Background: an optimization exercise with open tools, aiming at small area and a short achievable clock period. Do not read the settings as production practice.
Only simulation tests tie the RTL to the original design; equivalence was not proved.
No activity file was given, so power comes from the tool's default toggle rates.

==> run X: inputs <==
==> flow/design.v <==
module ook_window (
    input  wire [31:0] x,
    input  wire [31:0] t0,
    output wire        in_mark,
    output wire        in_bit,    
    output wire        lo_one,    
    output wire        in_gap
);
    wire [12:0] bg = ~x[12:0] & t0[12:0];      
    wire [12:0] bp = ~(x[12:0] ^ t0[12:0]);    
    wire [12:0] g1, p1, g2, p2, g3, p3, g4;
    genvar i;
    generate
        for (i = 0; i < 13; i = i + 1) begin : pfx
            if (i >= 1) begin : s1
                assign g1[i] = bg[i] | (bp[i] & bg[i-1]);
                assign p1[i] = bp[i] & bp[i-1];
            end else begin : s1z
                assign g1[i] = bg[i];
                assign p1[i] = bp[i];
            end
            if (i >= 2) begin : s2
                assign g2[i] = g1[i] | (p1[i] & g1[i-2]);
                assign p2[i] = p1[i] & p1[i-2];
            end else begin : s2z
                assign g2[i] = g1[i];
                assign p2[i] = p1[i];
            end
            if (i >= 4) begin : s3
                assign g3[i] = g2[i] | (p2[i] & g2[i-4]);
                assign p3[i] = p2[i] & p2[i-4];
            end else begin : s3z
                assign g3[i] = g2[i];
                assign p3[i] = p2[i];
            end
            if (i >= 8) begin : s4
                assign g4[i] = g3[i] | (p3[i] & g3[i-8]);
            end else begin : s4z
                assign g4[i] = g3[i];
            end
        end
    endgenerate
    wire [12:0] d = ~bp ^ {g4[11:0], 1'b0};
    wire        b13 = g4[12];
    wire [18:0] xh = x[31:13];
    wire [18:0] th = t0[31:13];
    wire        hi_eq0 = &(xh ~^ th);
    wire [18:0] he = xh ~^ th;
    wire [18:0] hs = xh & ~th;
    wire [18:0] hz = ~xh & th;
    wire [18:0] hit1;
    generate
        for (i = 0; i < 19; i = i + 1) begin : inc
            if (i == 0 && i == 18) begin : only
                assign hit1[i] = hs[i];
            end else if (i == 0) begin : lo
                assign hit1[i] = hs[i] & (&he[18:i+1]);
            end else if (i == 18) begin : hi
                assign hit1[i] = hs[i] & (&hz[i-1:0]);
            end else begin : mid
                assign hit1[i] = hs[i] & (&he[18:i+1]) & (&hz[i-1:0]);
            end
        end
    endgenerate
    wire        hi_eq1 = (|hit1) | (&hz);
    wire        hi_ok  = b13 ? hi_eq1 : hi_eq0;
    wire lo_mark = (d >= 13'd400)  && (d <= 13'd600);
    wire lo_zero = (d >= 13'd900)  && (d <= 13'd1100);
    assign lo_one = (d >= 13'd1900) && (d <= 13'd2100);
    wire [12:0] g_lo = t0[12:0] + 13'd3900;
    wire [12:0] g_hi = t0[12:0] + 13'd4100;
    wire        g_ge = x[12:0] >= g_lo;
    wire        g_le = x[12:0] <= g_hi;
    wire lo_gap  = (g_lo <= g_hi) ? (g_ge && g_le) : (g_ge || g_le);
    assign in_mark = hi_ok && lo_mark;
    assign in_bit  = hi_ok && (lo_zero || lo_one);
    assign in_gap  = hi_ok && lo_gap;
endmodule
module ook_assembler (
    input  wire        clk,
    input  wire        rst,
    input  wire        edge_valid,
    input  wire        edge_level,
    input  wire [31:0] edge_ts,
    input  wire        do_bit,      
    input  wire        do_gap,      
    output wire        in_mark,
    output wire        in_bit,
    output wire        in_gap,
    output reg         got_mark,
    output wire        bc36,        
    output wire [63:0] enq_frame    
);
    reg [31:0] t0;
    reg [63:0] acc;
    reg        acc_zero;
    reg        pend_v;
    reg        pend_bit;
    reg        pend_zero;
    reg        pend_gap;
    reg [7:0]  bit_count;   
    wire lo_one;
    ook_window u_win (
        .x       (edge_ts),
        .t0      (t0),
        .in_mark (in_mark),
        .in_bit  (in_bit),
        .lo_one  (lo_one),
        .in_gap  (in_gap)
    );
    assign bc36      = !pend_gap && (pend_v ? (bit_count == 8'd35) : (bit_count == 8'd36));
    assign enq_frame = acc;
    always @(posedge clk) begin
        if (rst) begin
            t0        <= 32'd0;
            got_mark  <= 1'b0;
            acc_zero  <= 1'b1;
        end else if (edge_valid) begin
            t0 <= edge_ts;
            if (!edge_level) begin
                got_mark <= in_mark;
            end else if (do_bit) begin
                acc_zero  <= 1'b0;
            end else if (do_gap) begin
                acc_zero  <= 1'b1;
            end
        end
    end
    always @(posedge clk) begin
        pend_v    <= do_bit && !rst;
        pend_gap  <= do_gap && !rst;
        pend_bit  <= lo_one;
        pend_zero <= acc_zero;
        if (pend_v)
            acc <= {acc[62:0] & {63{!pend_zero}}, pend_bit};
        if (rst || pend_gap)
            bit_count <= 8'd0;
        else if (pend_v)
            bit_count <= bit_count + 8'd1;
    end
endmodule
module ook_queue #(
    parameter QCAP = 10,
    parameter NRUN = 5
) (
    input  wire        clk,
    input  wire        rst,
    input  wire        enq,
    input  wire [63:0] enq_frame,
    input  wire        deq,         
    output wire        empty,
    output wire        full,
    output wire [29:0] head_fields,
    output wire        head_match,  
    output wire        ovf          
);
    function [29:0] fields(input [63:0] f);
        fields = {f[35:27], f[25], f[23:12], f[7:0]};
    endfunction
    reg [63:0]     newest;                  
    reg [QCAP-1:0] match;                   
    reg [QCAP-1:1] rend;                    
    reg            pend;                    
    reg [QCAP-1:0] occ_m;                   
    wire [QCAP-1:0] occ = pend ? {occ_m[QCAP-2:0], 1'b1} : occ_m;
    assign full  = occ[QCAP-1];
    assign empty = !occ[0];
    assign ovf   = enq && full && !deq;
    wire new_match = (enq_frame == newest) && (enq_frame[11:8] == 4'b1111);
    wire [QCAP:0] last = {1'b0, occ} & ~{2'b0, occ[QCAP-1:1]};   
    wire          head_pend = pend && last[0];
    reg           h_m;
    reg           h_rend;
    integer i;
    always @(*) begin
        h_m    = head_pend && new_match;
        h_rend = 1'b0;
        if (pend ? last[1] : last[0])
            h_m = h_m | match[0];
        for (i = 1; i < QCAP; i = i + 1)
            if (pend ? last[i+1] : last[i]) begin
                h_m    = h_m | match[i];
                h_rend = h_rend | rend[i];
            end
    end
    assign head_match = h_m;
    wire push     = pend && !new_match && match[0] && (occ[2] || (occ[1] && !deq));
    wire pop_deq  = deq && h_rend;
    wire pop_drop = pend && occ_m[QCAP-1] && rend[QCAP-1];
    always @(posedge clk) begin
        if (pend) begin
            newest   <= enq_frame;
            match[0] <= new_match;
            match[1] <= match[0];
            rend[1]  <= push;
            for (i = 2; i < QCAP; i = i + 1) begin
                match[i] <= match[i-1];
                rend[i]  <= rend[i-1];
            end
        end
    end
    reg [29:0]     rf [0:NRUN-1];
    reg [NRUN-1:0] rf_head;
    reg [NRUN-1:0] rf_tail;
    reg [NRUN-1:0] rf_used;    
    always @(posedge clk) begin
        for (i = 0; i < NRUN; i = i + 1)
            if (push && rf_tail[i])
                rf[i] <= fields(newest);
    end
    wire [NRUN-1:0] head_1 = {rf_head[NRUN-2:0], rf_head[NRUN-1]};
    wire [NRUN-1:0] head_2 = {rf_head[NRUN-3:0], rf_head[NRUN-1:NRUN-2]};
    wire [NRUN:0]   used_p = push ? {rf_used, 1'b1} : {1'b0, rf_used};
    always @(posedge clk) begin
        if (rst) begin
            rf_head <= {{(NRUN-1){1'b0}}, 1'b1};
            rf_tail <= {{(NRUN-1){1'b0}}, 1'b1};
            rf_used <= {NRUN{1'b0}};
        end else begin
            if (push)
                rf_tail <= {rf_tail[NRUN-2:0], rf_tail[NRUN-1]};
            if (pop_deq && pop_drop) begin
                rf_head <= head_2;
                rf_used <= used_p[NRUN:2];
            end else if (pop_deq || pop_drop) begin
                rf_head <= head_1;
                rf_used <= used_p[NRUN:1];
            end else begin
                rf_used <= used_p[NRUN-1:0];
            end
        end
    end
    reg [29:0] rf_f;
    always @(*) begin
        rf_f = 30'd0;
        for (i = 0; i < NRUN; i = i + 1)
            if (rf_head[i])
                rf_f = rf_f | rf[i];
    end
    assign head_fields = rst       ? 30'd0 :
                         head_pend ? fields(enq_frame) :
                         rf_used[0] ? rf_f : fields(newest);
    always @(posedge clk) begin
        if (rst) begin
            pend  <= 1'b0;
            occ_m <= {QCAP{1'b0}};
        end else begin
            pend  <= enq;
            occ_m <= deq ? {1'b0, occ[QCAP-1:1]} : occ;
        end
    end
endmodule
module ook_evaluator (
    input  wire        clk,
    input  wire        rst,
    input  wire        tick,
    input  wire        q_empty,
    input  wire [29:0] q_fields,
    input  wire        q_match,
    output wire        deq,
    output reg         rec_valid,
    output wire [7:0]  rec_id,
    output wire        rec_battery_ok,
    output wire [7:0]  rec_channel,
    output wire [15:0] rec_temp,
    output wire [7:0]  rec_hum
);
    reg        drain;
    reg        ref_ok;
    reg        two_valid;
    reg [29:0] r_f;
    assign deq = drain && !q_empty;
    wire accept = deq && !two_valid && ref_ok && q_match;
    always @(posedge clk) begin
        if (rst) begin
            drain     <= 1'b0;
            ref_ok    <= 1'b0;
            two_valid <= 1'b0;
            rec_valid <= 1'b0;
        end else begin
            rec_valid <= accept;
            ref_ok    <= deq;
            if (!drain) begin
                if (tick)
                    drain <= 1'b1;
            end else if (q_empty) begin
                drain     <= 1'b0;
                two_valid <= 1'b0;
            end else if (accept) begin
                two_valid <= 1'b1;
            end
        end
    end
    always @(posedge clk) begin
        if (rst || accept)
            r_f <= q_fields;
    end
    assign rec_id         = r_f[29:22];
    assign rec_battery_ok = r_f[21];
    assign rec_channel    = {6'd0, r_f[20], 1'b0};
    assign rec_temp       = {{4{r_f[19]}}, r_f[19:8]};
    assign rec_hum        = r_f[7:0];
endmodule
module ook_events (
    input  wire rst,
    input  wire edge_valid,
    input  wire edge_level,
    input  wire got_mark,
    input  wire in_bit,
    input  wire in_gap,
    input  wire bc36,
    input  wire ovf_ok,       
    input  wire desync_ok,    
    output wire do_bit,
    output wire do_gap,
    output wire enq,
    output wire ovf_en,       
    output wire desync_en     
);
    wire rise = edge_valid && edge_level && got_mark;
    assign do_bit    = rise && in_bit;
    assign do_gap    = rise && in_gap;
    assign enq       = do_gap && bc36;
    assign ovf_en    = rst || (do_gap && bc36 && ovf_ok);
    assign desync_en = rst || (do_gap && !bc36 && desync_ok);
endmodule
module ook_decoder (
    input  wire        clk,
    input  wire        rst,
    input  wire        edge_valid,
    input  wire        edge_level,
    input  wire [31:0] edge_ts,
    input  wire        tick,
    output wire        rec_valid,
    output wire [7:0]  rec_id,
    output wire        rec_battery_ok,
    output wire [7:0]  rec_channel,
    output wire [15:0] rec_temp,
    output wire [7:0]  rec_hum,
    output reg  [15:0] ovf_count,
    output reg  [15:0] desync_count
);
    wire        in_mark, in_bit, in_gap, got_mark, bc36;
    wire        do_bit, do_gap, enq, ovf_en, desync_en;
    wire [63:0] enq_frame;
    wire        deq;
    wire        q_empty;
    wire        q_full;
    wire [29:0] q_fields;
    wire        q_match;
    wire        ovf;
    ook_assembler u_asm (
        .clk        (clk),
        .rst        (rst),
        .edge_valid (edge_valid),
        .edge_level (edge_level),
        .edge_ts    (edge_ts),
        .do_bit     (do_bit),
        .do_gap     (do_gap),
        .in_mark    (in_mark),
        .in_bit     (in_bit),
        .in_gap     (in_gap),
        .got_mark   (got_mark),
        .bc36       (bc36),
        .enq_frame  (enq_frame)
    );
    ook_events u_ev (
        .rst        (rst),
        .edge_valid (edge_valid),
        .edge_level (edge_level),
        .got_mark   (got_mark),
        .in_bit     (in_bit),
        .in_gap     (in_gap),
        .bc36       (bc36),
        .ovf_ok     (q_full && !deq && !(&ovf_count)),
        .desync_ok  (!(&desync_count)),
        .do_bit     (do_bit),
        .do_gap     (do_gap),
        .enq        (enq),
        .ovf_en     (ovf_en),
        .desync_en  (desync_en)
    );
    ook_queue u_queue (
        .clk         (clk),
        .rst         (rst),
        .enq         (enq),
        .enq_frame   (enq_frame),
        .deq         (deq),
        .empty       (q_empty),
        .full        (q_full),
        .head_fields (q_fields),
        .head_match  (q_match),
        .ovf         (ovf)
    );
    ook_evaluator u_eval (
        .clk            (clk),
        .rst            (rst),
        .tick           (tick),
        .q_empty        (q_empty),
        .q_fields       (q_fields),
        .q_match        (q_match),
        .deq            (deq),
        .rec_valid      (rec_valid),
        .rec_id         (rec_id),
        .rec_battery_ok (rec_battery_ok),
        .rec_channel    (rec_channel),
        .rec_temp       (rec_temp),
        .rec_hum        (rec_hum)
    );
    wire [15:0] ovf_inc, desync_inc;
    genvar k;
    generate
        for (k = 0; k < 16; k = k + 1) begin : inc
            if (k == 0) begin : b0
                assign ovf_inc[k]    = ~ovf_count[k];
                assign desync_inc[k] = ~desync_count[k];
            end else begin : bk
                assign ovf_inc[k]    = ovf_count[k]    ^ (&ovf_count[k-1:0]);
                assign desync_inc[k] = desync_count[k] ^ (&desync_count[k-1:0]);
            end
        end
    endgenerate
    always @(posedge clk) begin
        if (ovf_en)
            ovf_count <= ovf_inc & {16{!rst}};
        if (desync_en)
            desync_count <= desync_inc & {16{!rst}};
    end
endmodule
==> flow/flow/run.sh <==
#!/bin/bash
# The standard layout (standard.sh), with these changes:
# - synthesis leaves adders to ABC instead of mapping them to the
#   library's half/full adder cells (ADDER_MAP_FILE empty), so that the
#   timestamp window logic is built as shallow logic, and ABC maps for a
#   heavier load per gate;
# - the timing repair after placement, CTS and global routing aims for a
#   margin below the clock period;
# - the port buffers are a small plain buffer cell.
set -euo pipefail
bash standard.sh ADDER_MAP_FILE= ABC_LOAD_IN_FF=15 SETUP_SLACK_MARGIN=6 \
  "BUFFER_PORTS_ARGS=-buffer_cell sky130_fd_sc_hd__buf_2" finish > flow_standard.log 2>&1
==> flow/standard.sh <==
#!/bin/bash
# synth_recipe.tcl (not shown) runs the flow's synth.tcl, then flattens the netlist and writes it again
# the make line also repeats each setting of config.mk as NAME=value (left out here)
make -C /OpenROAD-flow-scripts/flow DESIGN_CONFIG=/design/flow/config.mk WORK_HOME=/design/flow/orfs CLKGATE_MAP_FILE= SYNTH_SCRIPT=/design/flow/synth_recipe.tcl "${@:-finish}"
==> flow/config.mk <==
export PLATFORM = sky130hd
export DESIGN_NAME = ook_decoder
export DESIGN_NICKNAME = ook_decoder
export VERILOG_FILES = /design/flow/design.v
export SDC_FILE = /design/flow/constraint.sdc
export NUM_CORES = 4
export LEC_CHECK = 0
export CAP_MARGIN = 20
export CORE_MARGIN = 2
export CORE_UTILIZATION = 60
export CTS_CLUSTER_DIAMETER = 100
export CTS_CLUSTER_SIZE = 20
export SLEW_MARGIN = 20
==> flow/constraint.sdc <==
create_clock -name core_clock -period 10.0 [get_ports {clk}]
set_input_delay 2.0000 -clock core_clock [delete_from_list [all_inputs] [get_ports {clk}]]
set_output_delay 2.0000 -clock core_clock [all_outputs]
set_load 0.01 [all_outputs]
==> run M (differences from run X) <==
==> flow/design.v, changed modules only <==
module ook_window (
    input  wire [31:0] x,
    input  wire [31:0] t0,
    output wire        in_mark,
    output wire        in_bit,    
    output wire        lo_one,    
    output wire        in_gap
);
    wire [12:0] bg = ~x[12:0] & t0[12:0];      
    wire [12:0] bp = ~(x[12:0] ^ t0[12:0]);    
    wire [12:0] g1, p1, g2, p2, g3, p3, g4;
    genvar i;
    generate
        for (i = 0; i < 13; i = i + 1) begin : pfx
            if (i >= 1) begin : s1
                assign g1[i] = bg[i] | (bp[i] & bg[i-1]);
                assign p1[i] = bp[i] & bp[i-1];
            end else begin : s1z
                assign g1[i] = bg[i];
                assign p1[i] = bp[i];
            end
            if (i >= 2) begin : s2
                assign g2[i] = g1[i] | (p1[i] & g1[i-2]);
                assign p2[i] = p1[i] & p1[i-2];
            end else begin : s2z
                assign g2[i] = g1[i];
                assign p2[i] = p1[i];
            end
            if (i >= 4) begin : s3
                assign g3[i] = g2[i] | (p2[i] & g2[i-4]);
                assign p3[i] = p2[i] & p2[i-4];
            end else begin : s3z
                assign g3[i] = g2[i];
                assign p3[i] = p2[i];
            end
            if (i >= 8) begin : s4
                assign g4[i] = g3[i] | (p3[i] & g3[i-8]);
            end else begin : s4z
                assign g4[i] = g3[i];
            end
        end
    endgenerate
    wire [12:0] d = ~bp ^ {g4[11:0], 1'b0};
    wire        b13 = g4[12];
    wire [18:0] xh = x[31:13];
    wire [18:0] th = t0[31:13];
    wire        hi_eq0 = &(xh ~^ th);
    wire [18:0] he = xh ~^ th;
    wire [18:0] hs = xh & ~th;
    wire [18:0] hz = ~xh & th;
    wire [18:0] hit1;
    generate
        for (i = 0; i < 19; i = i + 1) begin : inc
            if (i == 0 && i == 18) begin : only
                assign hit1[i] = hs[i];
            end else if (i == 0) begin : lo
                assign hit1[i] = hs[i] & (&he[18:i+1]);
            end else if (i == 18) begin : hi
                assign hit1[i] = hs[i] & (&hz[i-1:0]);
            end else begin : mid
                assign hit1[i] = hs[i] & (&he[18:i+1]) & (&hz[i-1:0]);
            end
        end
    endgenerate
    wire        hi_eq1 = (|hit1) | (&hz);
    wire        hi_ok  = b13 ? hi_eq1 : hi_eq0;
    wire lo_mark = (d >= 13'd400)  && (d <= 13'd600);
    wire lo_zero = (d >= 13'd900)  && (d <= 13'd1100);
    assign lo_one = (d >= 13'd1900) && (d <= 13'd2100);
    wire lo_gap  = (d >= 13'd3900) && (d <= 13'd4100);
    assign in_mark = hi_ok && lo_mark;
    assign in_bit  = hi_ok && (lo_zero || lo_one);
    assign in_gap  = hi_ok && lo_gap;
endmodule
module ook_queue #(
    parameter QCAP = 10
) (
    input  wire        clk,
    input  wire        rst,
    input  wire        enq,
    input  wire [63:0] enq_frame,
    input  wire        deq,         
    output wire        empty,
    output wire        full,
    output wire [29:0] head_fields,
    output wire        head_match,  
    output wire        ovf          
);
    function [29:0] fields(input [63:0] f);
        fields = {f[35:27], f[25], f[23:12], f[7:0]};
    endfunction
    reg [63:0]     newest;                  
    reg [29:0]     fld [1:QCAP-1];          
    reg [QCAP-1:0] match;                   
    reg            pend;                    
    reg [QCAP-1:0] occ_m;                   
    wire [QCAP-1:0] occ = pend ? {occ_m[QCAP-2:0], 1'b1} : occ_m;
    assign full = occ[QCAP-1];
    assign empty = !occ[0];
    assign ovf   = enq && full && !deq;
    wire new_match = (enq_frame == newest) && (enq_frame[11:8] == 4'b1111);
    integer i;
    always @(posedge clk) begin
        if (pend) begin
            newest   <= enq_frame;
            match[0] <= new_match;
            fld[1]   <= fields(newest);
            match[1] <= match[0];
            for (i = 2; i < QCAP; i = i + 1) begin
                fld[i]   <= fld[i-1];
                match[i] <= match[i-1];
            end
        end
    end
    wire [QCAP:0] last = ({1'b0, occ} & ~{2'b0, occ[QCAP-1:1]}) & {(QCAP+1){!rst}};
    reg [29:0] h_f;
    reg        h_m;
    always @(*) begin
        h_f = 30'd0;
        h_m = 1'b0;
        if (pend && last[0]) begin
            h_f = fields(enq_frame);
            h_m = new_match;
        end
        if (pend ? last[1] : last[0]) begin
            h_f = h_f | fields(newest);
            h_m = h_m | match[0];
        end
        for (i = 1; i < QCAP; i = i + 1)
            if (pend ? last[i+1] : last[i]) begin
                h_f = h_f | fld[i];
                h_m = h_m | match[i];
            end
    end
    assign head_fields = h_f;
    assign head_match  = h_m;
    always @(posedge clk) begin
        if (rst) begin
            pend  <= 1'b0;
            occ_m <= {QCAP{1'b0}};
        end else begin
            pend  <= enq;
            occ_m <= deq ? {1'b0, occ[QCAP-1:1]} : occ;
        end
    end
endmodule
==> flow/flow/run.sh (replaced) <==
#!/bin/bash
# Standard layout (the standard.sh: standard synthesis, floorplan,
# placement, CTS, routing) with two changes: the post-placement, post-CTS
# and post-route timing repair aims for a margin below the clock period,
# and the port buffers are a small plain buffer cell.
set -euo pipefail
bash standard.sh SETUP_SLACK_MARGIN=5.5 \
  "BUFFER_PORTS_ARGS=-buffer_cell sky130_fd_sc_hd__buf_2" finish > flow_standard.log 2>&1
- CTS_CLUSTER_DIAMETER: 100 -> default
- CTS_CLUSTER_SIZE: 20 -> default
- SYNTH_HIERARCHICAL: default -> 1
==> run notes <==
metric                                                                                      run M                     run X
Run status                                                                complete, no violations   complete, no violations
Number of warnings printed during yosys synthesis                                              11                         5
Number of violations reported at the end of detailed-routing iteration 0                     1206                       989
Final Util                                                                                  68.8%                     67.0%
Maximum number of pins on one net before global-route repair                                  187                        69
Headroom to the max-slew limit                                                              28.7%                     29.6%
Mean Syn Cell Area                                                                       14.7 um2                  12.2 um2
Reg power frac                                                                              53.8%                     60.8%
Sequential group power                                                                    2.42 mW                   1.98 mW
Power density over cell area                                                           178 mW/mm2                151 mW/mm2
Internal power of the cells                                                               3.54 mW                   2.55 mW
Launch instance of the worst register-to-register path                    u_asm.acc[32]$_DFFE_PP_  u_asm.t0[2]$_SDFFE_PP0P_
Starting density of the core                                                                61.2%                     60.4%
Routed wl met3                                                                            3.64 mm                   2.43 mm
GR Layer Usage met3                                                                         5.55%                     3.52%

[static timing again, ports no longer ideal]
The flow's constraints put no driver on any port. The routed layouts listed below were extracted and timed again, unchanged, in two steps. Step 1, drivers: a clkbuf_16 drives clk and a buf_2 each remaining input, both assumed. Step 2 moves the port delays by t, midway between the first and last clock arrival at a register: inputs arrive t later, outputs are due t later. That takes back most of the time a late clock gives input paths. a / b / c = no drivers / after step 1 / after step 2; a / b = the first two.
run	t, ns	setup WS [ns]	clock arrival spread, ns	slew at the worst register clock pin (ns)	pins driven straight from the clock port
run X	0.599	5.905 / 5.912 / 5.314	0.017 / 0.017	0.09 / 0.09	1
run M	0.641	5.353 / 5.348 / 4.707	0.022 / 0.022	0.06 / 0.06	1
After both steps every run listed still meets setup and hold. For run M, which loses most, drivers alone change the setup slack by -0.005 ns; drivers and shift together by -0.646 ns.
